Context: an optimization exercise on an open-source flow, tuned for small area. The choices shown serve that exercise and are no tape-out recipe. In this exercise RTL edits were held to simulation tests only and were not proved equivalent to the original. Power figures rest on the tool's default switching activity, not on a simulated workload.

==> trial 54: inputs <==
// rfg_ftc
module rfg_ftc #(
    parameter int          NUM_SESSIONS     = 4,
    parameter int          NUM_PORTS        = 4,
    parameter bit          CHECKSUM_XOR     = 1'b0,      
    parameter logic [7:0]  OPMAP_ID         = 8'h5A,
    parameter logic [15:0] RESET_ERROR_DATA = 16'h00FF,
    parameter int          BAUD_DIV         = 8,         
    parameter int          TICK_DIV         = 100        
) (
    input  logic                 clk,
    input  logic                 rst,
    input  logic [10:0]          bus_addr,
    input  logic [31:0]          bus_wdata,
    input  logic                 bus_we,
    input  logic                 bus_re,
    output logic [31:0]          bus_rdata,
    output logic                 irq,
    output logic [NUM_PORTS-1:0] txd,
    input  logic [NUM_PORTS-1:0] rxd,
    input  logic [NUM_PORTS-1:0] present
);
make LEC_CHECK=0 CAP_MARGIN=20 CORE_MARGIN=2 CORE_UTILIZATION=40 CTS_BUF_LIST=sky130_fd_sc_hd__clkbuf_8 CTS_CLUSTER_DIAMETER=45 CTS_CLUSTER_SIZE=12 SLEW_MARGIN=20 finish   # period 11.0 ns
run.sh (not shown) runs the stock make flow with config.mk's settings and CLKGATE_MAP_FILE= SYNTH_SCRIPT=/design/flow/synth_recipe.tcl, a recipe that flattens the netlist after the stock synthesis.
==> build 32: changes against trial 54 <==
==> flow/flow/run.sh (new file) <==
#!/bin/bash
# Layout flow: the standard flow (standard.sh), with three changes.
# * After the standard synthesis has written its netlist, the combinational
#   logic between the registers is mapped again by ABC for area (resyn.tcl);
#   the registers, their names and cell types, and the ports are left as the
#   standard synthesis made them. The standard flow goes on from that netlist.
# * Clock tree synthesis inserts no dummy loads (the tree is not padded to
#   balance its branches; timing is met without it).
# * Each input and output port gets its buffer as in the standard flow, but
#   a buf_2 rather than the default clkdlybuf4s50_1 delay cell.
# Each tool's full output goes to a log file of its own in this folder.
set -euo pipefail
W=$PWD
R=$W/orfs/results/$FLOW_PLATFORM/rfg_ftc/base

# 1. standard synthesis, up to its netlist
bash standard.sh "$R/1_2_yosys.v" > "$W/log_1_standard_synth.txt" 2>&1

# 2. re-map the combinational logic for area
YOSYS=$(command -v yosys || echo "$FLOW_HOME/../tools/install/yosys/bin/yosys")
cp "$R/1_2_yosys.v" "$W/standard_1_2_yosys.v"
RESYN_IN="$W/standard_1_2_yosys.v" RESYN_OUT="$W/resyn_1_2_yosys.v" \
    RESYN_LIB="$FLOW_HOME/platforms/$FLOW_PLATFORM/lib/sky130_fd_sc_hd__tt_025C_1v80.lib" \
    "$YOSYS" -c flow/resyn.tcl > "$W/log_2_resyn.txt" 2>&1
cp "$W/resyn_1_2_yosys.v" "$R/1_2_yosys.v"
touch "$R/1_2_yosys.v"

# 3. the rest of the standard flow, from the re-mapped netlist
CTS="-sink_clustering_enable -repair_clock_nets -dont_use_dummy_load"
CTS="$CTS -buf_list sky130_fd_sc_hd__clkbuf_8 -sink_clustering_size 12 -sink_clustering_max_diameter 45"
bash standard.sh "CTS_ARGS=$CTS" "BUFFER_PORTS_ARGS=-buffer_cell sky130_fd_sc_hd__buf_2" finish \
    > "$W/log_3_standard_layout.txt" 2>&1
==> flow/flow/resyn.tcl (new file) <==
# Re-map the standard synthesis's combinational logic for area. The register
# cells are kept as black boxes, so every register keeps its instance name and
# cell; the library's combinational cells are read as logic, flattened, and
# mapped again by ABC with an area-oriented script.
yosys -import
set lib $::env(RESYN_LIB)
read_liberty -ignore_miss_func $lib
read_verilog $::env(RESYN_IN)
hierarchy -top rfg_ftc
blackbox sky130_fd_sc_hd__*df* sky130_fd_sc_hd__*dl* sky130_fd_sc_hd__conb_*
flatten
opt_clean -purge
tee -o resyn_before.stat stat
abc -liberty $lib -dont_use *lpflow* -dont_use *probe* \
    -script {+strash;&get,-n;&fraig,-x;&put;scorr;dc2;strash;dc2;strash;&get,-n;&dch,-f;&nf,-R,1000,-p;&put}
setundef -zero
splitnets
opt_clean -purge
hilomap -singleton -hicell sky130_fd_sc_hd__conb_1 HI -locell sky130_fd_sc_hd__conb_1 LO
tee -o resyn_after.stat stat -liberty $lib
write_verilog -noattr -nohex -nodec $::env(RESYN_OUT)
==> flow/standard.sh (new file) <==
#!/bin/bash
# synth_recipe.tcl (not shown) runs the flow's synth.tcl, then flattens the netlist and writes it again
# the make line also repeats each setting of config.mk as NAME=value (left out here)
make -C /OpenROAD-flow-scripts/flow DESIGN_CONFIG=/design/flow/config.mk WORK_HOME=/design/flow/orfs CLKGATE_MAP_FILE= SYNTH_SCRIPT=/design/flow/synth_recipe.tcl "${@:-finish}"
- CORE_UTILIZATION: 40 -> 55
removed: flow/run.sh
==> qor summary <==
metric	trial 54	build 32
Run status	complete, no violations	complete, no violations
Signal arrival time at the worst endpoint	9480 ps	8530 ps
CP bufs+invs	6	2
Relative contribution of combinational cells to total power	4.3%	5.0%
Post-place setup slack	1720 ps	2300 ps
Clock transition at the registers of the reported paths	80 ps	70 ps
Leakage power	25.3 nW	21.1 nW
Min cycle time layout	8660 ps	7720 ps
Fraction of area in multi-input gates	50.0%	49.6%
X dimension of the die	412 um	335 um
Met2 WL post-DR	124 mm	116 mm
Final cell count without fillers	9332	9000
Post-route cell area	73700 um2	66600 um2
Worst Hold Endpoint	g_port[2].u_rx.baud_cnt[0]	g_port[0].u_rx.sync[1]
Layout net count	7297	7628
Tightest slew margin relative to the limit	10.8%	10.9%
Net switching power	2.47 mW	2.03 mW
Critical register-to-register path startpoint	cnt_q[48]	psel_q[1]
Hold path startpoint	g_port[2].u_rx.baud_cnt[0]	g_port[0].u_rx.sync[0]
Internal portion of total power	7.05 mW	5.99 mW
Power dissipated in sequential cells	4.66 mW	4.67 mW
Number of standard-cell rows in the floorplan	149	121
Number of placed instances, taps included	9006	8824

==> delta <==
rfg_ftc, a different RTL version from the one above (not shown whole).
Settings: LEC_CHECK=0, CAP_MARGIN=20, CORE_MARGIN=2, CORE_UTILIZATION=40, SLEW_MARGIN=20; clock period 11.0 ns.
Stock flow here: none of the scripts above is used.
==> inputs of fjord, as changes to delta <==
--- a/flow/design.v
+++ b/flow/design.v
@@ -181,12 +181,20 @@
             8'h1E: opc = 8'h0E;                                              
             8'h20, 8'h21, 8'h22, 8'h23: mapped = 1'b0;                       
             default: typed = 1'b0;
         endcase
         typed_op = {typed, mapped, valid, opc, sd};
     endfunction
+    function automatic logic [15:0] inc16(input logic [15:0] a);
+        logic c;
+        c = 1'b1;
+        for (int i = 0; i < 16; i++) begin
+            inc16[i] = a[i] ^ c;
+            c        = c & a[i];
+        end
+    endfunction
     function automatic logic [31:0] status_view(input logic [15:0] d);
         logic [1:0] mode;
         logic [3:0] src;
         mode = (d[7:5] <= 3'd2) ? d[6:5] : 2'd3;
         src  = (d[10:8] <= 3'd5) ? {1'b0, d[10:8]} : 4'hF;
         status_view = {d, 4'h0, d[15], d[14], d[12], d[11], src, mode, d[1], d[0]};
@@ -225,13 +233,13 @@
     endgenerate
     assign tick = (tick_cnt == TW'(TICK_DIV - 1));
     always_ff @(posedge clk) begin
         if (rst || tick)
             tick_cnt <= '0;
         else
-            tick_cnt <= tick_cnt + 1'b1;
+            tick_cnt <= TW'(inc16(16'(tick_cnt)));
     end
     logic [NP-1:0]      owned;
     logic [NP-1:0][1:0] owner;
     always_comb begin
         owned = '0;
         owner = '0;
@@ -395,13 +403,13 @@
             in_rx  = phase_q[gs] == PH_RX;
             rx_store = rxv && !rfe && active && rxcnt_q[gs] < 3'd5;
             rx_drop  = rxv && !rfe && !(active && rxcnt_q[gs] < 3'd5);
             rx_fe    = rxv && rfe;
             rxcnt_e  = rxcnt_q[gs] + 3'(rx_store);
             infl_e   = infl_q[gs] && !(txdn && in_tx);
-            cnt_inc  = cnt_q[gs] + 16'd1;
+            cnt_inc  = inc16(cnt_q[gs]);
             wctrl   = wsel[gs] && wo == 4'h0;
             la      = wctrl && !active;
             ovr_set = wctrl && active;
             lstart  = la && L_start;
             ld[gs] = (lstart || (in_tx && txld_q[gs] < 3'd5)) && pidle;
             case (txld_q[gs])
@@ -544,44 +552,43 @@
             enable_q <= '1;
         else if (bus_we && bus_addr[10:2] == 9'b100000001)
             enable_q <= bus_wdata[NP-1:0];
     end
     logic [31:0] rd_val;
     always_comb begin
-        logic [1:0] s;
-        logic [2:0] rc;
+        logic [2:0]  rc;
         logic [39:0] rxm;
-        s      = bus_addr[7:6];
-        rc     = rxcnt_q[s];
-        rxm    = rxf_q[s];
+        logic [3:0]  e;
+        rc  = rxcnt_q[ws];
+        rxm = rxf_q[ws];
         for (int i = 0; i < 5; i++)
             if (rc <= 3'(i))
                 rxm[8*i +: 8] = 8'h00;
+        e = err_q[ws];
         rd_val = 32'h0;
         if (bus_addr[10:8] == 3'b000) begin
             case (bus_addr[5:2])
-                4'h1: rd_val = {lastop_q[s], &gdis_q[s], gdis_q[s], 1'b0, rxcnt_q[s], 1'b0,
-                                phase_q[s], ovr_q[s], rxferr_q[s], rxdrop_q[s], ckv_q[s],
-                                guard_q[s], err_q[s],
-                                (err_q[s] == E_WR_TIMEOUT || err_q[s] == E_RD_TIMEOUT ||
-                                 err_q[s] == E_CKSUM),
-                                done_q[s], (phase_q[s] != PH_IDLE), open_q[s]};
-                4'h2: rd_val = {31'h0, ie_q[s]};
-                4'h3: rd_val = {21'h0, psel_q[s], dev_q[s]};
-                4'h4: rd_val = {rdt_q[s], wrt_q[s]};
-                4'h5: rd_val = resp_q[s];
-                4'h6: rd_val = {2'b00, respop_q[s], txf_q[s][39:32], expck_q[s], rxck_q[s]};
-                4'h7: rd_val = txf_q[s][31:0];
-                4'h8: rd_val = {24'h0, txf_q[s][39:32]};
+                4'h1: rd_val = {lastop_q[ws], &gdis_q[ws], gdis_q[ws], 1'b0, rc, 1'b0,
+                                phase_q[ws], ovr_q[ws], rxferr_q[ws], rxdrop_q[ws], ckv_q[ws],
+                                w_guard, e,
+                                (e == E_WR_TIMEOUT || e == E_RD_TIMEOUT || e == E_CKSUM),
+                                done_q[ws], (phase_q[ws] != PH_IDLE), w_open};
+                4'h2: rd_val = {31'h0, ie_q[ws]};
+                4'h3: rd_val = {21'h0, w_psel, w_dev};
+                4'h4: rd_val = {rdt_q[ws], wrt_q[ws]};
+                4'h5: rd_val = resp_q[ws];
+                4'h6: rd_val = {2'b00, respop_q[ws], txf_q[ws][39:32], expck_q[ws], rxck_q[ws]};
+                4'h7: rd_val = txf_q[ws][31:0];
+                4'h8: rd_val = {24'h0, txf_q[ws][39:32]};
                 4'h9: rd_val = rxm[31:0];
                 4'hA: rd_val = {24'h0, rxm[39:32]};
-                4'hB: rd_val = cin_q[s][31:0];
-                4'hC: rd_val = {24'h0, cin_q[s][39:32]};
-                4'hD: rd_val = status_view(resp_q[s][31:16]);
-                4'hE: rd_val = {cnt_q[s], 5'h0, txld_q[s] - 3'(infl_q[s]), 1'b0, txld_q[s],
-                                2'b0, conn_q[s]};
+                4'hB: rd_val = w_cin[31:0];
+                4'hC: rd_val = {24'h0, w_cin[39:32]};
+                4'hD: rd_val = status_view(resp_q[ws][31:16]);
+                4'hE: rd_val = {cnt_q[ws], 5'h0, txld_q[ws] - 3'(infl_q[ws]), 1'b0, txld_q[ws],
+                                2'b0, conn_q[ws]};
                 default: rd_val = 32'h0;
             endcase
         end else if (bus_addr[10:6] == 5'b10000) begin
             case (bus_addr[5:2])
                 4'h0: rd_val = {8'h01, OPMAP_ID, 7'h0, 1'b0, 4'(NP), 4'(NS)};
                 4'h1: rd_val = 32'(enable_q);
==> flow/flow/run.sh (new file) <==
#!/bin/bash
# Layout flow: the standard flow (standard.sh), with three changes.
# * After the standard synthesis has written its netlist, the combinational
#   logic between the registers is mapped again by ABC for area (resyn.tcl);
#   the registers, their names and cell types, and the ports are left as the
#   standard synthesis made them. The standard flow goes on from that netlist.
# * Clock tree synthesis inserts no dummy loads (the tree is not padded to
#   balance its branches; timing is met without it).
# * Each input and output port gets its buffer as in the standard flow, but
#   a buf_2 rather than the default clkdlybuf4s50_1 delay cell.
# Each tool's full output goes to a log file of its own in this folder.
set -euo pipefail
W=$PWD
R=$W/orfs/results/$FLOW_PLATFORM/rfg_ftc/base

# 1. standard synthesis, up to its netlist
bash standard.sh "$R/1_2_yosys.v" > "$W/log_1_standard_synth.txt" 2>&1

# 2. re-map the combinational logic for area
YOSYS=$(command -v yosys || echo "$FLOW_HOME/../tools/install/yosys/bin/yosys")
cp "$R/1_2_yosys.v" "$W/standard_1_2_yosys.v"
RESYN_IN="$W/standard_1_2_yosys.v" RESYN_OUT="$W/resyn_1_2_yosys.v" \
    RESYN_LIB="$FLOW_HOME/platforms/$FLOW_PLATFORM/lib/sky130_fd_sc_hd__tt_025C_1v80.lib" \
    "$YOSYS" -c flow/resyn.tcl > "$W/log_2_resyn.txt" 2>&1
cp "$W/resyn_1_2_yosys.v" "$R/1_2_yosys.v"
touch "$R/1_2_yosys.v"

# 3. the rest of the standard flow, from the re-mapped netlist
CTS="-sink_clustering_enable -repair_clock_nets -dont_use_dummy_load"
CTS="$CTS -buf_list sky130_fd_sc_hd__clkbuf_8 -sink_clustering_size 12 -sink_clustering_max_diameter 45"
bash standard.sh "CTS_ARGS=$CTS" "BUFFER_PORTS_ARGS=-buffer_cell sky130_fd_sc_hd__buf_2" finish \
    > "$W/log_3_standard_layout.txt" 2>&1
==> flow/flow/resyn.tcl (new file) <==
# Re-map the standard synthesis's combinational logic for area. The register
# cells are kept as black boxes, so every register keeps its instance name and
# cell; the library's combinational cells are read as logic, flattened, and
# mapped again by ABC with an area-oriented script.
yosys -import
set lib $::env(RESYN_LIB)
read_liberty -ignore_miss_func $lib
read_verilog $::env(RESYN_IN)
hierarchy -top rfg_ftc
blackbox sky130_fd_sc_hd__*df* sky130_fd_sc_hd__*dl* sky130_fd_sc_hd__conb_*
flatten
opt_clean -purge
tee -o resyn_before.stat stat
abc -liberty $lib -dont_use *lpflow* -dont_use *probe* \
    -script {+strash;&get,-n;&fraig,-x;&put;scorr;dc2;strash;dc2;strash;&get,-n;&dch,-f;&nf,-R,1000,-p;&put}
setundef -zero
splitnets
opt_clean -purge
hilomap -singleton -hicell sky130_fd_sc_hd__conb_1 HI -locell sky130_fd_sc_hd__conb_1 LO
tee -o resyn_after.stat stat -liberty $lib
write_verilog -noattr -nohex -nodec $::env(RESYN_OUT)
==> flow/standard.sh (new file) <==
#!/bin/bash
# synth_recipe.tcl (not shown) runs the flow's synth.tcl, then flattens the netlist and writes it again
# the make line also repeats each setting of config.mk as NAME=value (left out here)
make -C /OpenROAD-flow-scripts/flow DESIGN_CONFIG=/design/flow/config.mk WORK_HOME=/design/flow/orfs CLKGATE_MAP_FILE= SYNTH_SCRIPT=/design/flow/synth_recipe.tcl "${@:-finish}"
Settings changed: CTS_BUF_LIST from default to sky130_fd_sc_hd__clkbuf_8, CTS_CLUSTER_DIAMETER from default to 45, CTS_CLUSTER_SIZE from default to 12.
removed: flow/run.sh
==> flow_metrics.tcl <==
set metrics [dict create \
    status "complete, no violations" \
    wire_per_inst_microns 31.4 \
    power_uw 8250 \
    regArea_sq_mm 0.0274 \
    sh_seq_area_pct 40.4 \
    r2r_slack_ns 3.75 \
    clock_skew_ns 0.140 \
    stdcell_area_sq_mm 0.0677 \
    mostFrequentLayoutCells "nand2_1 (1380), dfxtp_1 (1031), a21oi_1 (922)" \
    power.share.sequential_pct 56.6 \
]
That was fjord.
==> flow_metrics.tcl <==
set metrics [dict create \
    net-switching-power_uw 2520 \
    power_uw 10100 \
    clock_skew_ns 0.0502 \
    synth_xor_area_share_pct 4.42 \
    io_buffers 89 \
    stdcell_area_sq_mm 0.0761 \
    mostFrequentLayoutCells "nand2_1 (1208), dfxtp_1 (1028), a21oi_1 (654)" \
    power.share.sequential_pct 46.2 \
    regToRegEndpoint "resp_q[3]$_SDFF_PP0_" \
    sh_seq_area_pct 36.0 \
    status "complete, no violations" \
    wire_per_inst_microns 33.2 \
    r2r_slack_ns 5.56 \
    regArea_sq_mm 0.0274 \
]
That was delta.

## port drivers added, routing unchanged
No port has a modelled driver above. Below, the same layouts with a new extraction and two added sets of constraints. Step 1 assumes that a clkbuf_16 drives the clock port and a buf_2 every other input. Step 2 times the ports against the registers' clock, not the clock port: input delays grow and output delays shrink by t, the midpoint of the rising clock arrivals with the driver on. a / b / c = ideal / step 1 / step 2; a / b = the first two.
| run | t (ns) | slack for setup (ns) | worst hold slack (ns) | worst register clock-pin slew, ns |
|---|---|---|---|---|
| trial 54 | 1.044 | 2.344 / 2.410 / 1.366 | 0.382 / 0.382 / 0.382 | 0.09 / 0.09 |
| build 32 | 0.942 | 3.283 / 3.330 / 2.389 | 0.420 / 0.420 / 0.420 | 0.09 / 0.09 |
| delta | 0.902 | 3.014 / 2.981 / 2.079 | 0.378 / 0.378 / 0.378 | 0.07 / 0.07 |
| fjord | 0.996 | 3.598 / 3.656 / 2.659 | 0.408 / 0.408 / 0.408 | 0.09 / 0.09 |
After both steps setup and hold are still met in every run listed. For trial 54, which loses most, drivers alone change the setup slack by +0.066 ns; drivers and shift together by -0.978 ns.
